Background: an optimization exercise with open tools, aiming at small area, a short achievable clock period and few clock cycles. Do not read the settings as production practice.
In this exercise RTL edits were held to simulation tests only and were not proved equivalent to the original.
Power and IR drop assume default switching activity.

indigo:
==> flow/design.v (excerpt) <==
module mcb_core #(
    parameter EDGE_DEPTH = 32,              
    parameter AW         = 5                
) (
    input  wire        clk,
    input  wire        rst,
    input  wire        cmd_valid,
    output wire        cmd_ready,
    input  wire [63:0] cmd_data,
    output wire        evt_valid,
    input  wire        evt_ready,
    output wire [63:0] evt_data,
    output wire        irq
);
Settings: LEC_CHECK=0, ABC_AREA=1, CAP_MARGIN=30, CORE_MARGIN=2, CORE_UTILIZATION=45, CTS_CLUSTER_DIAMETER=60, CTS_CLUSTER_SIZE=30, SETUP_SLACK_MARGIN=5, SLEW_MARGIN=30, TNS_END_PERCENT=0; clock period 12.0 ns.
run.sh (not shown) runs the stock make flow with config.mk's settings and CLKGATE_MAP_FILE= SYNTH_SCRIPT=/design/flow/synth_recipe.tcl, a recipe that flattens the netlist after the stock synthesis.
indigo ran to completion and came out clean on the timing, design-rule and antenna checks.
Testbench counts of indigo, summed over its fixed seeds: cycles 6,978.
diff inputs: indigo => garnet
Settings: a deleted TNS_END_PERCENT that had been 0.
- garnet finished every stage and its layout cleared the timing, design-rule and antenna checks.
- Final area went up slightly going from indigo to garnet.
- Relative to indigo, the final antenna diode count of garnet is lower by about 6%.
- There was hardly any difference in portion of the layout cell area used by clock cells between indigo and garnet.
- Looking at combinational group power, garnet sits above indigo.
- There was hardly any difference in cell count after synthesis between indigo and garnet.

========
Starting RTL as in the previous note.
## mcb_core
module mcb_core #(
    parameter EDGE_DEPTH = 32,              
    parameter AW         = 5                
) (
    input  wire        clk,
    input  wire        rst,
    input  wire        cmd_valid,
    output wire        cmd_ready,
    input  wire [63:0] cmd_data,
    output wire        evt_valid,
    input  wire        evt_ready,
    output wire [63:0] evt_data,
    output wire        irq
);
    localparam [1:0] LV_LOW = 2'd0, LV_MID = 2'd1, LV_HIGH = 2'd2;
    localparam [1:0] CH_EMPTY = 2'd0, CH_OPEN = 2'd1, CH_CLOSED = 2'd2, CH_FAILED = 2'd3;
    localparam [2:0] AS_IDLE = 3'd0, AS_LEN = 3'd1, AS_DATA = 3'd2, AS_SUM = 3'd3, AS_END = 3'd4;
    localparam [3:0] OP_NOP = 4'h0, OP_SAMPLE = 4'h1, OP_CLOSE = 4'h2, OP_QUERY = 4'h3,
                     OP_DECODE = 4'h4, OP_ASM_BYTE = 4'h5, OP_ASM_CLEAR = 4'h6,
                     OP_EDGE_RD = 4'h7, OP_CSR_RD = 4'h8, OP_CSR_WR = 4'h9, OP_CLEAR = 4'hA;
    localparam [7:0] E_ILLEGAL_OP = 8'h01, E_RSVD_NONZERO = 8'h02, E_BAD_LEVEL = 8'h03,
                     E_CH_NOT_OPEN = 8'h04, E_OUT_OF_ORDER = 8'h05, E_EMPTY_CHANNEL = 8'h06,
                     E_EDGE_OVERFLOW = 8'h07, E_NOT_READY = 8'h08, E_NOT_CONFIGURED = 8'h09,
                     E_BAD_CSR = 8'h0A, E_CSR_READ_ONLY = 8'h0B, E_BAD_CSR_VALUE = 8'h0C,
                     E_INDEX_RANGE = 8'h0D, E_ASM_TIME_ORDER = 8'h0E;
    localparam [1:0] ST_IDLE = 2'd0, ST_DEC = 2'd2;
    localparam [1:0] EM_NONE = 2'd0, EM_HDR = 2'd1, EM_DATA = 2'd2, EM_END = 2'd3;
    reg  [2:0]  ctrl;
    reg  [31:0] bit_ticks;
    reg  [3:0]  data_bits;
    reg  [1:0]  stop_short;
    reg  [1:0]  stop_long;
    reg  [15:0] resync_bp;
    reg  [7:0]  end_marker;
    reg  [7:0]  mk_marker [0:7];
    reg  [3:0]  mk_type   [0:7];
    reg  [7:0]  mk_valid;
    reg  [8:0]  isr;
    reg  [8:0]  ier;
    reg  [11:0] last_err;
    reg  [31:0] bytes_scanned, frames_found, frames_dropped, resync_discards;
    reg  [31:0] bytes_decoded, ambig_count, bit0_count;
    reg  [1:0]  ch_state [0:1];
    reg  [AW:0] ch_count [0:1];
    reg  [47:0] ch_last_t [0:1];
    reg  [1:0]  ch_last_l [0:1];
    reg         ch_prev_rec [0:1];
    reg  [49:0] emem0 [0:EDGE_DEPTH-1];
  ...
Settings: LEC_CHECK=0, CAP_MARGIN=30, CORE_MARGIN=2, CORE_UTILIZATION=45, CTS_CLUSTER_DIAMETER=60, CTS_CLUSTER_SIZE=30, SETUP_SLACK_MARGIN=5, SLEW_MARGIN=30; clock period 12.0 ns.
The starting point completed with no timing, DRC or antenna violations.
Testbench counts at the start, summed over its fixed seeds: cycles 6,978.
Next try:
ABC_AREA = 1   (was unset)
TNS_END_PERCENT = 10   (was unset)
Wire length fell by 20%. Cell area fell by 1.7%. Worst setup slack improves by 1.2 ns. Via count rose by 2.3%. Register-to-register slack improves by 1.2 ns. Synthesized area rose by 1.6%. Fmax rose by 15%. Clock-buffer cell count fell by 8. First-iteration DRC count fell by 21%. Non-clock buffer count fell by 870. Flip-flop and latch count is unchanged.

[port drivers added, routing unchanged]
Ports are ideal in the flow. The routed layouts listed here were re-timed in OpenROAD. Step 1 (the two cells are an assumption about what drives the block):
set clk [get_ports {clk}]
set_driving_cell -lib_cell sky130_fd_sc_hd__clkbuf_16 $clk
set_driving_cell -lib_cell sky130_fd_sc_hd__buf_2 [delete_from_list [all_inputs] $clk]
Step 2 moves the port delays by t, midway between the first and last clock arrival at a register: inputs arrive t later, outputs are due t later. That takes back most of the time a late clock gives input paths. Slacks: no drivers / after step 1 / after step 2; pairs: no drivers / after step 1.
| run | shift t [ns] | slack for setup (ns) | hold slack, ns | clock arrival spread, ns | worst register clock-pin slew, ns |
|---|---|---|---|---|---|
| indigo | 1.318 | 4.183 / 4.183 / 3.071 | 0.451 / 0.451 / 0.451 | 0.118 / 0.118 | 0.11 / 0.11 |
| garnet | 1.309 | 4.591 / 4.591 / 3.491 | 0.433 / 0.433 / 0.433 | 0.114 / 0.114 | 0.10 / 0.10 |
| the first run of note 2 | 1.370 | 2.869 / 2.869 / 2.869 | 0.459 / 0.459 / 0.459 | 0.114 / 0.114 | 0.11 / 0.11 |
| the second run of note 2 | 1.325 | 4.057 / 4.057 / 3.151 | 0.449 / 0.449 / 0.449 | 0.113 / 0.113 | 0.11 / 0.11 |
After both steps setup and hold are still met in every run listed. For indigo, which loses most, drivers alone change the setup slack by 0.000 ns; drivers and shift together by -1.112 ns.
